What follows belongs to an exercise in optimizing a design on an open flow for small area and a short achievable clock period; a production flow would make more cautious choices.
At most, simulation tests tie the RTL to the original design; equivalence was not proved.
Power figures rest on the tool's default switching activity, not on a simulated workload.

==> run a: inputs <==
==> flow/design.v <==
module pwm_sched (
    input  wire        clk,
    input  wire        rst,         
    input  wire        tick,        
    input  wire        fault,       
    input  wire        cmd_valid,
    input  wire [31:0] cmd,
    output reg         rsp_valid,
    output reg         rsp_err,
    output wire [31:0] rsp_data,
    output wire [17:0] pwm_out
);
    localparam integer NCH   = 18;
    localparam integer DSPLIT = 8;              
    localparam [19:0]  NUM   = 20'd1000000;     
    localparam [15:0]  HELD  = 16'hFFFF;
    reg        initialized, running, disable_req, lock, fault_flag;
    reg [15:0] period_ticks;
    reg [15:0] counter;
    reg [15:0] compare;
    reg [4:0]  cursor;
    reg [31:0] period_count;
    reg [17:0] out;
    reg [31:0] rsp_q;                           
    reg        pend;                            
    reg [4:0]  pch;                             
    reg        ipend;                           
    reg [15-DSPLIT:0] dv_q;                     
    reg [16*NCH-1:0] sh;                        
    reg [5*NCH-1:0]  sr;                        
    reg [16*NCH-1:0] ap;                        
    reg [5*NCH-1:0]  ar;                        
    assign pwm_out = out;
    integer i, k;
    function [31:0] div_head;                   
        input [15:0] d;
        reg [15:0] r; reg [16:0] x, t; reg [15:0] q; integer s;
        begin
            r = {12'd0, NUM[19:16]}; q = 16'd0;
            for (s = 15; s >= DSPLIT; s = s - 1) begin
                x = {r, NUM[s]};
                t = x - {1'b0, d};
                q[s] = ~t[16];
                r = t[16] ? x[15:0] : t[15:0];
            end
            div_head = {r, q};
        end
    endfunction
    function [15:0] div_tail;                   
        input [15:0] rin;
        input [15:0] d;
        reg [15:0] r; reg [16:0] x, t; reg [15:0] q; integer s;
        begin
            r = rin; q = 16'd0;
            for (s = DSPLIT - 1; s >= 0; s = s - 1) begin
                x = {r, NUM[s]};
                t = x - {1'b0, d};
                q[s] = ~t[16];
                r = t[16] ? x[15:0] : t[15:0];
            end
            div_tail = q;
        end
    endfunction
    wire [31:0] dh    = div_head(cmd[15:0]);
    wire [15:0] dt    = div_tail(rsp_q[31:16], rsp_q[15:0]);
    wire [15:0] p_new = {dv_q, dt[DSPLIT-1:0]};
    wire [15:0] p_eff = ipend ? p_new : period_ticks;    
    assign rsp_data = ipend ? {16'd0, p_new} : rsp_q;
    wire [15:0] pv = rsp_q[15:0];
    reg  [4:0]  ro;                             
    reg  [NCH-1:0] lt;                          
    reg  [5*NCH-1:0] sr_eff;
    reg  [4:0]  nlo;
    always @* begin
        ro = 5'd0;
        for (k = 0; k < NCH; k = k + 1)
            if (pch == k[4:0]) ro = sr[5*k +: 5];
        nlo = 5'd0;
        for (k = 0; k < NCH; k = k + 1) begin
            lt[k] = (pv < sh[16*k +: 16]) || (pv == sh[16*k +: 16] && pch < k[4:0]);
            if (pch != k[4:0] && !lt[k]) nlo = nlo + 5'd1;
        end
        for (k = 0; k < NCH; k = k + 1) begin
            if (!pend)
                sr_eff[5*k +: 5] = sr[5*k +: 5];
            else if (pch == k[4:0])
                sr_eff[5*k +: 5] = nlo;
            else
                sr_eff[5*k +: 5] = sr[5*k +: 5] + {4'd0, lt[k]} - {4'd0, (ro < sr[5*k +: 5])};
        end
    end
    wire [15:0] counter_inc = counter + 16'd1;
    wire        wrap     = (counter_inc == period_ticks);
    wire        run1     = running & ~fault;
    wire        tk       = tick & run1;
    wire        ps       = tk & wrap;                   
    wire        ps_dis   = ps & disable_req;
    wire        ps_go    = ps & ~disable_req;
    wire        ps_copy  = ps_go & ~lock;
    wire [16*NCH-1:0] ap1 = ps_copy ? sh : ap;
    wire [5*NCH-1:0]  ar1 = ps_copy ? sr_eff : ar;
    reg  [NCH-1:0] eqm;
    reg  [4:0]  neq;
    reg  [4:0]  cur2;
    reg  [4:0]  rq;
    reg  [15:0] pr;                              
    reg         match;
    reg  [15:0] target;
    always @* begin
        target = ps ? 16'd0 : compare;
        for (k = 0; k < NCH; k = k + 1)
            eqm[k] = (ap1[16*k +: 16] == target);
        match = ps ? (|eqm) : ((cursor < 5'd18) && (counter_inc == compare));
        neq = 5'd0;
        for (k = 0; k < NCH; k = k + 1)
            neq = neq + {4'd0, eqm[k]};
        cur2 = (ps ? 5'd0 : cursor) + neq;
        rq   = match ? cur2 : 5'd0;
        pr = 16'd0;
        for (k = 0; k < NCH; k = k + 1)
            if (ar1[5*k +: 5] == rq) pr = pr | ap1[16*k +: 16];
    end
    reg        n_running, n_disable_req, n_fault;
    reg [15:0] n_counter, n_compare;
    reg [4:0]  n_cursor;
    reg [31:0] n_period_count;
    reg [17:0] n_out;
    always @* begin
        n_fault        = fault_flag | fault;
        n_running      = run1;
        n_disable_req  = disable_req & ~fault;
        n_counter      = counter;
        n_compare      = compare;
        n_cursor       = fault ? 5'd18 : cursor;
        n_period_count = period_count;
        n_out          = fault ? 18'd0 : out;
        if (tk) begin
            n_counter = ps ? 16'd0 : counter_inc;
            if (ps_dis) begin
                n_running     = 1'b0;
                n_disable_req = 1'b0;
                n_cursor      = 5'd18;
            end else begin
                if (ps) begin
                    n_out          = {NCH{1'b1}};
                    n_period_count = period_count + 32'd1;
                    n_cursor       = 5'd0;
                end
                if (match) begin
                    n_out    = n_out & ~eqm;
                    n_cursor = cur2;
                end
                if (ps || match)
                    n_compare = (rq < 5'd18) ? pr : target;
            end
        end
    end
    wire [3:0]  op  = cmd[31:28];
    wire [4:0]  wch = cmd[20:16];
    wire [15:0] w   = cmd[15:0];
    wire [7:0]  rn  = cmd[23:16];
    wire [15:0] wv  = (w == HELD) ? HELD : (w > 16'd5) ? (w - 16'd5) : 16'd0;
    wire c_nop   = cmd_valid && op == 4'h0;
    wire c_init  = cmd_valid && op == 4'h1;
    wire c_en    = cmd_valid && op == 4'h2;
    wire c_dis   = cmd_valid && op == 4'h3;
    wire c_lock  = cmd_valid && op == 4'h4;
    wire c_width = cmd_valid && op == 4'h5;
    wire c_read  = cmd_valid && op == 4'hC;
    wire init_ok  = c_init && cmd[27:16] == 12'd0 && !n_running && !n_fault && cmd[15:4] != 12'd0;
    wire en_ok    = c_en && cmd[27:0] == 28'd0 && !n_fault && initialized;
    wire dis_ok   = c_dis && cmd[27:0] == 28'd0;
    wire lock_ok  = c_lock && cmd[27:1] == 27'd0;
    wire width_ok = c_width && cmd[27:21] == 7'd0 && wch < 5'd18;
    reg        rd_ok;
    reg [31:0] rd_data;
    always @* begin
        rd_ok   = c_read && cmd[27:24] == 4'd0 && cmd[15:0] == 16'd0;
        rd_data = 32'd0;
        if (rn == 8'h00)
            rd_data = {27'd0, n_fault, lock, n_disable_req, n_running, initialized};
        else if (rn == 8'h01)
            rd_data = {16'd0, p_eff};
        else if (rn == 8'h02)
            rd_data = {16'd0, n_counter};
        else if (rn == 8'h03)
            rd_data = {16'd0, n_compare};
        else if (rn == 8'h04)
            rd_data = {27'd0, n_cursor};
        else if (rn == 8'h05)
            rd_data = {14'd0, n_out};
        else if (rn == 8'h06)
            rd_data = n_period_count;
        else if (rn >= 8'h10 && rn <= 8'h21) begin
            for (k = 0; k < NCH; k = k + 1)
                if (rn[4:0] == k[4:0] + 5'd16) rd_data[15:0] = sh[16*k +: 16];
        end else if (rn >= 8'h30 && rn <= 8'h41) begin
            for (k = 0; k < NCH; k = k + 1)
                if (ar1[5*k +: 5] == rn[4:0] + 5'd16)
                    rd_data[20:0] = rd_data[20:0] | {k[4:0], ap1[16*k +: 16]};
        end else
            rd_ok = 1'b0;
    end
    wire cmd_ok = init_ok | en_ok | dis_ok | lock_ok | width_ok | rd_ok |
                  (c_nop && cmd[27:0] == 28'd0);
    wire clr = rst | init_ok;                   
    always @(posedge clk) begin
        if (rst) begin
            initialized  <= 1'b0;
            running      <= 1'b0;
            disable_req  <= 1'b0;
            lock         <= 1'b0;
            fault_flag   <= 1'b0;
            period_ticks <= 16'd0;
            counter      <= 16'd0;
            compare      <= 16'd0;
            cursor       <= 5'd18;
            period_count <= 32'd0;
            out          <= 18'd0;
            rsp_valid    <= 1'b0;
            rsp_err      <= 1'b0;
            rsp_q        <= 32'd0;
            pend         <= 1'b0;
            pch          <= 5'd0;
            ipend        <= 1'b0;
            dv_q         <= {(16-DSPLIT){1'b0}};
        end else begin
            fault_flag   <= n_fault;
            period_ticks <= p_eff;
            period_count <= n_period_count;
            out          <= n_out;
            rsp_valid    <= cmd_valid;
            rsp_err      <= cmd_valid & ~cmd_ok;
            pend         <= width_ok;
            pch          <= wch;
            ipend        <= init_ok;
            dv_q         <= dh[15:DSPLIT];
            if (init_ok)
                rsp_q <= {dh[31:16], cmd[15:0]};
            else if (width_ok)
                rsp_q <= {16'd0, wv};
            else if (rd_ok)
                rsp_q <= rd_data;
            else
                rsp_q <= 32'd0;
            initialized <= initialized | init_ok;
            lock        <= init_ok ? 1'b0 : lock_ok ? cmd[0] : lock;
            if (init_ok)
                disable_req <= 1'b0;
            else if (en_ok)
                disable_req <= 1'b0;
            else if (dis_ok && n_running)
                disable_req <= 1'b1;
            else
                disable_req <= n_disable_req;
            running <= n_running | (en_ok & ~n_running);
            if (init_ok) begin
                counter <= 16'd0;
                compare <= 16'd0;
                cursor  <= 5'd18;
                period_count <= 32'd0;
            end else if (en_ok && !n_running) begin
                counter <= p_eff - 16'd1;
                compare <= n_compare;
                cursor  <= 5'd18;
            end else begin
                counter <= n_counter;
                compare <= n_compare;
                cursor  <= n_cursor;
            end
        end
    end
    genvar g;
    generate
        for (g = 0; g < NCH; g = g + 1) begin : gch
            always @(posedge clk) begin
                if (clr) begin
                    sh[16*g +: 16] <= HELD;
                    sr[5*g +: 5]   <= g;
                    ap[16*g +: 16] <= HELD;
                    ar[5*g +: 5]   <= g;
                end else begin
                    if (width_ok && wch == g)
                        sh[16*g +: 16] <= wv;
                    sr[5*g +: 5]   <= sr_eff[5*g +: 5];
                    ap[16*g +: 16] <= ap1[16*g +: 16];
                    ar[5*g +: 5]   <= ar1[5*g +: 5];
                end
            end
        end
    endgenerate
endmodule
==> flow/flow/run.sh <==
#!/bin/bash
# Own layout flow: the standard layout (standard.sh) with the synthesis
# step of flow/synth.tcl. Each tool's output is in orfs/logs; make's own
# output goes to flow_make.log in the work folder.
set -euo pipefail
W=$(cd "$(dirname "$0")/.." && pwd)
D=9000
printf 'strash\ndch\nmap -D %s\ntopo\nstime -c\nbuffer -c\nupsize -c -D %s\ndnsize -c -D %s\nstime -c\n' $D $D $D > "$W/abc.script"
export MY_ABC_SCRIPT="$W/abc.script"
export MY_ABC_D=$D
bash "$W/standard.sh" SYNTH_SCRIPT="$W/flow/synth.tcl" ADDER_MAP_FILE= finish > "$W/flow_make.log" 2>&1
==> flow/flow/synth.tcl <==
proc synth {args} { yosys synth -nofsm -noshare {*}$args }
proc abc {args} {
  set rest {}
  set i 0
  while {$i < [llength $args]} {
    set a [lindex $args $i]
    if {$a eq "-script" || $a eq "-D"} { incr i 2; continue }
    lappend rest $a
    incr i
  }
  yosys abc -script $::env(MY_ABC_SCRIPT) -D $::env(MY_ABC_D) {*}$rest
}
source $::env(SCRIPTS_DIR)/synth.tcl
# left out here: clear keep_hierarchy, flatten, clean up, hide names made inside functions, write 1_2_yosys.v
==> flow/standard.sh <==
#!/bin/bash
# synth_recipe.tcl (not shown) runs the flow's synth.tcl, then flattens the netlist and writes it again
# the make line also repeats each setting of config.mk as NAME=value (left out here)
make -C /OpenROAD-flow-scripts/flow DESIGN_CONFIG=/design/flow/config.mk WORK_HOME=/design/flow/orfs CLKGATE_MAP_FILE= SYNTH_SCRIPT=/design/flow/synth_recipe.tcl "${@:-finish}"
==> flow/config.mk <==
export PLATFORM = sky130hd
export DESIGN_NAME = pwm_sched
export DESIGN_NICKNAME = pwm_sched
export VERILOG_FILES = /design/flow/design.v
export SDC_FILE = /design/flow/constraint.sdc
export NUM_CORES = 8
export LEC_CHECK = 0
export CAP_MARGIN = 20
export CORE_MARGIN = 2
export CORE_UTILIZATION = 25
export PLACE_DENSITY = 0.45
export SLEW_MARGIN = 20
==> flow/constraint.sdc <==
create_clock -name core_clock -period 100.0 [get_ports {clk}]
set_input_delay 20.0000 -clock core_clock [delete_from_list [all_inputs] [get_ports {clk}]]
set_output_delay 20.0000 -clock core_clock [all_outputs]
set_load 0.01 [all_outputs]
==> inputs of run b, as changes to run a <==
--- a/flow/design.v
+++ b/flow/design.v
@@ -33,14 +33,44 @@
     assign pwm_out = out;
     integer i, k;
+    function [15:0] div_step;                  
+        input [15:0] r;
+        input [1:0]  nb;
+        input [15:0] d;
+        input [17:0] d3;
+        reg [18:0] x, t1, t2, t3;
+        begin
+            x  = {1'b0, r, nb};
+            t1 = x - {3'b0, d};
+            t2 = x - {2'b0, d, 1'b0};
+            t3 = x - {1'b0, d3};
+            if (!t3[18])      div_step = t3[15:0];
+            else if (!t2[18]) div_step = t2[15:0];
+            else if (!t1[18]) div_step = t1[15:0];
+            else              div_step = x[15:0];
+        end
+    endfunction
+    function [1:0] div_qd;                     
+        input [15:0] r;
+        input [1:0]  nb;
+        input [15:0] d;
+        input [17:0] d3;
+        reg [18:0] x, t1, t2, t3;
+        begin
+            x  = {1'b0, r, nb};
+            t1 = x - {3'b0, d};
+            t2 = x - {2'b0, d, 1'b0};
+            t3 = x - {1'b0, d3};
+            div_qd = !t3[18] ? 2'd3 : !t2[18] ? 2'd2 : !t1[18] ? 2'd1 : 2'd0;
+        end
+    endfunction
     function [31:0] div_head;                   
         input [15:0] d;
-        reg [15:0] r; reg [16:0] x, t; reg [15:0] q; integer s;
+        reg [15:0] r; reg [15:0] q; reg [17:0] d3; integer s;
         begin
+            d3 = {2'b0, d} + {1'b0, d, 1'b0};
             r = {12'd0, NUM[19:16]}; q = 16'd0;
-            for (s = 15; s >= DSPLIT; s = s - 1) begin
-                x = {r, NUM[s]};
-                t = x - {1'b0, d};
-                q[s] = ~t[16];
-                r = t[16] ? x[15:0] : t[15:0];
+            for (s = 14; s >= DSPLIT; s = s - 2) begin
+                q[s+1 -: 2] = div_qd(r, NUM[s+1 -: 2], d, d3);
+                r = div_step(r, NUM[s+1 -: 2], d, d3);
             end
             div_head = {r, q};
@@ -50,12 +80,11 @@
         input [15:0] rin;
         input [15:0] d;
-        reg [15:0] r; reg [16:0] x, t; reg [15:0] q; integer s;
+        reg [15:0] r; reg [15:0] q; reg [17:0] d3; integer s;
         begin
+            d3 = {2'b0, d} + {1'b0, d, 1'b0};
             r = rin; q = 16'd0;
-            for (s = DSPLIT - 1; s >= 0; s = s - 1) begin
-                x = {r, NUM[s]};
-                t = x - {1'b0, d};
-                q[s] = ~t[16];
-                r = t[16] ? x[15:0] : t[15:0];
+            for (s = DSPLIT - 2; s >= 0; s = s - 2) begin
+                q[s+1 -: 2] = div_qd(r, NUM[s+1 -: 2], d, d3);
+                r = div_step(r, NUM[s+1 -: 2], d, d3);
             end
             div_tail = q;
- CORE_UTILIZATION: 25 -> 35
- PLACE_DENSITY: 0.45 -> 0.5
==> metrics.md <==
| Metric | Value |
|---|---|
| Outcome | timing/DRC/antenna clean |
| Compound-Gate Fraction of Synth Area | 26.9% |
| Sequential share of power | 38.2% |
| Dpl ws | between 60000 and 70000 ps |
| First-pass iteration count of the detailed router | 7 |
| Register area share after synthesis | 25.9% |
(the above is from run b)
==> metrics.md <==
| Metric | Value |
|---|---|
| Dpl ws | between 60000 and 70000 ps |
| Compound-Gate Fraction of Synth Area | 26.2% |
| Sequential share of power | ~11% |
| Critical path startpoint category | flip-flop |
| Outcome | timing/DRC/antenna clean |
| First-pass iteration count of the detailed router | 6 |
(the above is from run a)
No run of this note included a check of the RTL's function; only the layout flow was run.

---

==> run X: inputs <==
pwm_sched, a different RTL version from the one above (not shown whole).
export LEC_CHECK = 0
export CAP_MARGIN = 20
export CORE_MARGIN = 2
export CORE_UTILIZATION = 35
export CTS_BUF_LIST = sky130_fd_sc_hd__clkbuf_8
export CTS_CLUSTER_DIAMETER = 60
export CTS_CLUSTER_SIZE = 12
export PLACE_DENSITY = 0.5
export SLEW_MARGIN = 20
create_clock -name core_clock -period 100.0 [get_ports {clk}]
standard.sh (not shown) runs the stock make flow with config.mk's settings and CLKGATE_MAP_FILE= SYNTH_SCRIPT=/design/flow/synth_recipe.tcl, a recipe that flattens the netlist after the stock synthesis.
==> flow/flow/run.sh <==
#!/bin/bash
# Own layout flow: the standard layout (standard.sh) with the synthesis
# step of flow/synth.tcl (ABC script below, adders left to ABC), and the
# port buffers made of buf_4 cells. Each tool's output is in orfs/logs;
# make's own output goes to flow_make.log in the work folder.
set -euo pipefail
W=$(cd "$(dirname "$0")/.." && pwd)
D=7000
printf 'strash\ndch\nmap -D %s\nstrash\ndch\nmap -D %s\ntopo\nstime -c\nbuffer -c\nupsize -c -D %s\ndnsize -c -D %s\nstime -c\n' $D $D $D $D > "$W/abc.script"
export MY_ABC_SCRIPT="$W/abc.script"
export MY_ABC_D=$D
bash "$W/standard.sh" SYNTH_SCRIPT="$W/flow/synth.tcl" ADDER_MAP_FILE= \
  BUFFER_PORTS_ARGS="-buffer_cell sky130_fd_sc_hd__buf_4" finish > "$W/flow_make.log" 2>&1
==> flow/flow/synth.tcl <==
proc synth {args} { yosys synth -nofsm -noshare {*}$args }
proc abc {args} {
  set rest {}
  set i 0
  while {$i < [llength $args]} {
    set a [lindex $args $i]
    if {$a eq "-script" || $a eq "-D"} { incr i 2; continue }
    lappend rest $a
    incr i
  }
  yosys abc -script $::env(MY_ABC_SCRIPT) -D $::env(MY_ABC_D) {*}$rest
}
source $::env(SCRIPTS_DIR)/synth.tcl
# left out here: clear keep_hierarchy, flatten, clean up, hide names made inside functions, write 1_2_yosys.v
==> inputs of run A, as changes to run X <==
--- a/flow/design.v
+++ b/flow/design.v
@@ -67,33 +67,10 @@
                 sub5_r[j] = a[j] ^ ((j == 0 || j == 2) ? 1'b1 : 1'b0) ^ b;
                 b = (j == 0 || j == 2) ? (~a[j] | b) : (~a[j] & b);
             end
         end
     endfunction
-    function [17:0] add_r;                      
-        input [17:0] a;
-        input [17:0] b;
-        reg c; integer j;
-        begin
-            c = 1'b0;
-            for (j = 0; j < 18; j = j + 1) begin
-                add_r[j] = a[j] ^ b[j] ^ c;
-                c = (a[j] & b[j]) | (c & (a[j] ^ b[j]));
-            end
-        end
-    endfunction
-    function lt5_r;                             
-        input [4:0] a;
-        input [4:0] b;
-        reg l; integer j;
-        begin
-            l = 1'b0;
-            for (j = 0; j < 5; j = j + 1)
-                l = (~a[j] & b[j]) | (~(a[j] ^ b[j]) & l);
-            lt5_r = l;
-        end
-    endfunction
     function lt_r;                              
         input [15:0] a;
         input [15:0] b;
         input tie;
         reg l; integer j;
@@ -175,11 +152,11 @@
                 r = st[15:0];
             end
             div_tail = q;
         end
     endfunction
-    wire [17:0] hz3   = add_r({2'b0, cmd[15:0]}, {1'b0, cmd[15:0], 1'b0});
+    wire [17:0] hz3   = {2'b0, cmd[15:0]} + {1'b0, cmd[15:0], 1'b0};
     wire [31:0] dh    = div_head(cmd[15:0], hz3);
     wire [15:0] dt    = div_tail(rsp_q[31:16], rsp_q[15:0], dv_d3);
     wire [15:0] p_new = {dv_q, dt[DSPLIT-1:0]};
     wire [15:0] p_eff = ipend ? p_new : period_ticks;    
     assign rsp_data = ipend ? {16'd0, p_new} : rdp ? rd_data : rsp_q;
@@ -200,12 +177,12 @@
             lo[k] = (pch != k[4:0]) && !lt[k];
         end
         nlo = pop18(lo);
         for (k = 0; k < NCH; k = k + 1) begin
             rk  = sr[5*k +: 5];
-            up  = lt[k] & ~lt5_r(ro, rk);
-            dn  = ~lt[k] & lt5_r(ro, rk);
+            up  = lt[k] & ~(ro < rk);
+            dn  = ~lt[k] & (ro < rk);
             c1  = 1'b1;
             c0  = 1'b1;
             for (i = 0; i < 5; i = i + 1) begin
                 sr_eff[5*k+i] = rk[i] ^ ((up & c1) | (dn & c0));
                 c1 = c1 & rk[i];
==> inputs of run H, as changes to run X <==
--- a/flow/design.v
+++ b/flow/design.v
@@ -67,33 +67,10 @@
                 sub5_r[j] = a[j] ^ ((j == 0 || j == 2) ? 1'b1 : 1'b0) ^ b;
                 b = (j == 0 || j == 2) ? (~a[j] | b) : (~a[j] & b);
             end
         end
     endfunction
-    function [17:0] add_r;                      
-        input [17:0] a;
-        input [17:0] b;
-        reg c; integer j;
-        begin
-            c = 1'b0;
-            for (j = 0; j < 18; j = j + 1) begin
-                add_r[j] = a[j] ^ b[j] ^ c;
-                c = (a[j] & b[j]) | (c & (a[j] ^ b[j]));
-            end
-        end
-    endfunction
-    function lt5_r;                             
-        input [4:0] a;
-        input [4:0] b;
-        reg l; integer j;
-        begin
-            l = 1'b0;
-            for (j = 0; j < 5; j = j + 1)
-                l = (~a[j] & b[j]) | (~(a[j] ^ b[j]) & l);
-            lt5_r = l;
-        end
-    endfunction
     function lt_r;                              
         input [15:0] a;
         input [15:0] b;
         input tie;
         reg l; integer j;
@@ -160,26 +137,53 @@
                 r = st[15:0];
             end
             div_head = {r, q};
         end
     endfunction
-    function [15:0] div_tail;                   
+    function [1:0] div_qd;                      
+        input [17:0] x;
+        input [15:0] d;
+        input [17:0] d3;
+        begin
+            if (x >= d3)                      div_qd = 2'd3;
+            else if (x >= {1'b0, d, 1'b0})    div_qd = 2'd2;
+            else if (x >= {2'b0, d})          div_qd = 2'd1;
+            else                              div_qd = 2'd0;
+        end
+    endfunction
+    function [15:0] div_tail;
         input [15:0] rin;
         input [15:0] d;
         input [17:0] d3;
-        reg [15:0] r; reg [15:0] q; reg [17:0] st; integer s;
+        reg [15:0] r; reg [15:0] q; reg [17:0] st; reg [17:0] x, c1, c2, c3;
+        reg [1:0] q0, q1, q2, q3, qb;
         begin
-            r = rin; q = 16'd0;
-            for (s = DSPLIT - 2; s >= 0; s = s - 2) begin
-                st = div_step(r, s, d, d3);
-                q[s+1 -: 2] = st[17:16];
-                r = st[15:0];
-            end
+            q = 16'd0;
+            st = div_step(rin, 4, d, d3);              
+            q[5:4] = st[17:16];
+            r = st[15:0];
+            st = div_step(r, 2, d, d3);                
+            q[3:2] = st[17:16];
+            qb = st[17:16];
+            x  = {r, NUM[3], NUM[2]};
+            c1 = x - {2'b0, d};
+            c2 = x - {1'b0, d, 1'b0};
+            c3 = x - d3;
+            q0 = div_qd({x[15:0],  NUM[1], NUM[0]}, d, d3);    
+            q1 = div_qd({c1[15:0], NUM[1], NUM[0]}, d, d3);
+            q2 = div_qd({c2[15:0], NUM[1], NUM[0]}, d, d3);
+            q3 = div_qd({c3[15:0], NUM[1], NUM[0]}, d, d3);
+            case (qb)
+                2'd0: q[1:0] = q0;
+                2'd1: q[1:0] = q1;
+                2'd2: q[1:0] = q2;
+                default: q[1:0] = q3;
+            endcase
             div_tail = q;
         end
     endfunction
-    wire [17:0] hz3   = add_r({2'b0, cmd[15:0]}, {1'b0, cmd[15:0], 1'b0});
+    wire [17:0] hz3   = {2'b0, cmd[15:0]} + {1'b0, cmd[15:0], 1'b0};
     wire [31:0] dh    = div_head(cmd[15:0], hz3);
     wire [15:0] dt    = div_tail(rsp_q[31:16], rsp_q[15:0], dv_d3);
     wire [15:0] p_new = {dv_q, dt[DSPLIT-1:0]};
     wire [15:0] p_eff = ipend ? p_new : period_ticks;    
     assign rsp_data = ipend ? {16'd0, p_new} : rdp ? rd_data : rsp_q;
@@ -200,12 +204,12 @@
             lo[k] = (pch != k[4:0]) && !lt[k];
         end
         nlo = pop18(lo);
         for (k = 0; k < NCH; k = k + 1) begin
             rk  = sr[5*k +: 5];
-            up  = lt[k] & ~lt5_r(ro, rk);
-            dn  = ~lt[k] & lt5_r(ro, rk);
+            up  = lt[k] & ~(ro < rk);
+            dn  = ~lt[k] & (ro < rk);
             c1  = 1'b1;
             c0  = 1'b1;
             for (i = 0; i < 5; i = i + 1) begin
                 sr_eff[5*k+i] = rk[i] ^ ((up & c1) | (dn & c0));
                 c1 = c1 & rk[i];
@@ -313,45 +317,35 @@
     wire dis_ok   = c_dis && cmd[27:0] == 28'd0;
     wire lock_ok  = c_lock && cmd[27:1] == 27'd0;
     wire width_ok = c_width && cmd[27:21] == 7'd0 && wch < 5'd18;
     wire rn_ok    = rn <= 8'h06 || (rn >= 8'h10 && rn <= 8'h21) || (rn >= 8'h30 && rn <= 8'h41);
     wire rd_ok    = c_read && cmd[27:24] == 4'd0 && cmd[15:0] == 16'd0 && rn_ok;
-    wire [7:0] qn = rsp_q[7:0];
+    wire [8:0] qc = rsp_q[13:5];
+    wire [4:0] qj = rsp_q[4:0];
     reg [31:0] rd_data;
     reg [20:0] rd_pa;                           
     reg [4:0]  kq;
     always @* begin
-        kq = (qn == 8'h03) ? cursor : qn[4:0] + 5'd16;
+        kq = qc[3] ? cursor : qj;
         rd_pa = 21'd0;
         for (k = 0; k < NCH; k = k + 1)
             if (ar[5*k +: 5] == kq)
                 rd_pa = rd_pa | {k[4:0], ap[16*k +: 16]};
     end
     always @* begin
         rd_data = 32'd0;
-        if (qn == 8'h00)
-            rd_data = {27'd0, fault_flag, lock, disable_req, running, initialized};
-        else if (qn == 8'h01)
-            rd_data = {16'd0, period_ticks};
-        else if (qn == 8'h02)
-            rd_data = {16'd0, counter};
-        else if (qn == 8'h03)
-            rd_data = {16'd0, cstale ? rd_pa[15:0] : compare};
-        else if (qn == 8'h04)
-            rd_data = {27'd0, cursor};
-        else if (qn == 8'h05)
-            rd_data = {14'd0, out};
-        else if (qn == 8'h06)
-            rd_data = period_count;
-        else if (qn < 8'h30) begin
+        if (qc[0]) rd_data = rd_data | {27'd0, fault_flag, lock, disable_req, running, initialized};
+        if (qc[1]) rd_data = rd_data | {16'd0, period_ticks};
+        if (qc[2]) rd_data = rd_data | {16'd0, counter};
+        if (qc[3]) rd_data = rd_data | {16'd0, cstale ? rd_pa[15:0] : compare};
+        if (qc[4]) rd_data = rd_data | {27'd0, cursor};
+        if (qc[5]) rd_data = rd_data | {14'd0, out};
+        if (qc[6]) rd_data = rd_data | period_count;
+        if (qc[7])
             for (k = 0; k < NCH; k = k + 1)
-                if (qn[4:0] == k[4:0] + 5'd16) rd_data[15:0] = sh[16*k +: 16];
-        end else if (aclr) begin
-            rd_data[20:0] = {qn[4:0] + 5'd16, HELD};
-        end else begin
-            rd_data[20:0] = rd_pa;
-        end
+                if (qj == k[4:0]) rd_data[15:0] = rd_data[15:0] | sh[16*k +: 16];
+        if (qc[8]) rd_data[20:0] = rd_data[20:0] | (aclr ? {qj, HELD} : rd_pa);
     end
     wire cmd_ok = init_ok | en_ok | dis_ok | lock_ok | width_ok | rd_ok |
                   (c_nop && cmd[27:0] == 28'd0);
     wire clr = rst | init_ok;                   
     wire [15:0] sh_d = wv | {16{clr}};          
@@ -421,11 +415,15 @@
         if (init_ok)
             rsp_q <= {dh[31:16], cmd[15:0]};
         else if (width_ok)
             rsp_q <= {16'd0, wv};
         else if (rd_ok)
-            rsp_q <= {24'd0, rn};
+            rsp_q <= {18'd0, rn == 8'h30 || rn[7:4] == 4'h3 || rn == 8'h40 || rn == 8'h41,    
+                             rn[7:4] == 4'h1 || rn == 8'h20 || rn == 8'h21,                   
+                             rn == 8'h06, rn == 8'h05, rn == 8'h04, rn == 8'h03,
+                             rn == 8'h02, rn == 8'h01, rn == 8'h00,
+                             rn[4:0] + 5'd16};
         else
             rsp_q <= 32'd0;
     end
     genvar g;
     generate
==> flow/flow/run.sh (replaced) <==
#!/bin/bash
# Own layout flow: the standard layout (standard.sh) with the synthesis
# step of flow/synth.tcl (ABC script below (no buffering pass), adders left to ABC), and the
# port buffers made of buf_4 cells. Each tool's output is in orfs/logs;
# make's own output goes to flow_make.log in the work folder.
set -euo pipefail
W=$(cd "$(dirname "$0")/.." && pwd)
D=7000
printf 'strash\ndch\nmap -D %s\nstrash\ndch\nmap -D %s\ntopo\nstime -c\nupsize -c -D %s\ndnsize -c -D %s\nstime -c\n' $D $D $D $D > "$W/abc.script"
export MY_ABC_SCRIPT="$W/abc.script"
export MY_ABC_D=$D
bash "$W/standard.sh" SYNTH_SCRIPT="$W/flow/synth.tcl" ADDER_MAP_FILE= \
  BUFFER_PORTS_ARGS="-buffer_cell sky130_fd_sc_hd__buf_4" finish > "$W/flow_make.log" 2>&1
- CORE_UTILIZATION: 35 -> 40
- PLACE_DENSITY: 0.5 -> 0.55
==> comparison <==
- Area after synthesis, highest first: run A, run X, run H.
- Between run H and run A, the lower sequential power is in run A (gap about 1%, measured against run A).
- Routed wire length: run X is higher than run A (about 6%).
- In run H the count of clock-buffer cells in the layout is lower than in run X, by 11.
- In run X the utilization is higher than in run A, by 0.32 points.
- Of run A and run X, run A has the higher worst setup slack (gap 240 ps).
- Of run X and run A, run X has the higher non-clock buffer count (gap 42).
- Against run H, the total power of run A is higher by about 3%.
- Critical path depth, lowest first: run H, run A, run X.
Function not checked in run X: the RTL went through the layout flow alone.

## re-timing with driven ports
The flow's constraints put no driver on any port. The routed layouts listed below were extracted and timed again, unchanged, in two steps.
Step 1 sets driving cells, clkbuf_16 on the clock port and buf_2 on the other inputs (assumed; they add their load-dependent delay and slew).
Step 2 also shifts input and output timing later by t, the mid clock arrival at the registers, as if the neighbouring blocks saw the same clock.
a / b / c = ideal / step 1 / step 2; a / b = the first two.
| run | t (ns) | setup WS [ns] | clock arrival spread, ns | worst register clock-pin slew, ns |
|---|---|---|---|---|
| run a of note 1 | 0.922 | 62.314 / 62.219 / 63.142 | 0.059 / 0.059 | 0.08 / 0.08 |
| run b of note 1 | 0.882 | 64.531 / 64.551 / 63.709 | 0.103 / 0.104 | 0.07 / 0.07 |
| run X of note 2 | 1.053 | 68.296 / 68.207 / 68.886 | 0.115 / 0.116 | 0.10 / 0.10 |
| run A of note 2 | 1.041 | 68.533 / 68.442 / 69.038 | 0.115 / 0.114 | 0.10 / 0.10 |
| run H of note 2 | 1.016 | 69.277 / 69.188 / 69.945 | 0.100 / 0.100 | 0.10 / 0.10 |
After both steps every run listed still meets setup and hold. For run b of note 1, which loses most, drivers alone change the setup slack by +0.020 ns; drivers and shift together by -0.822 ns.
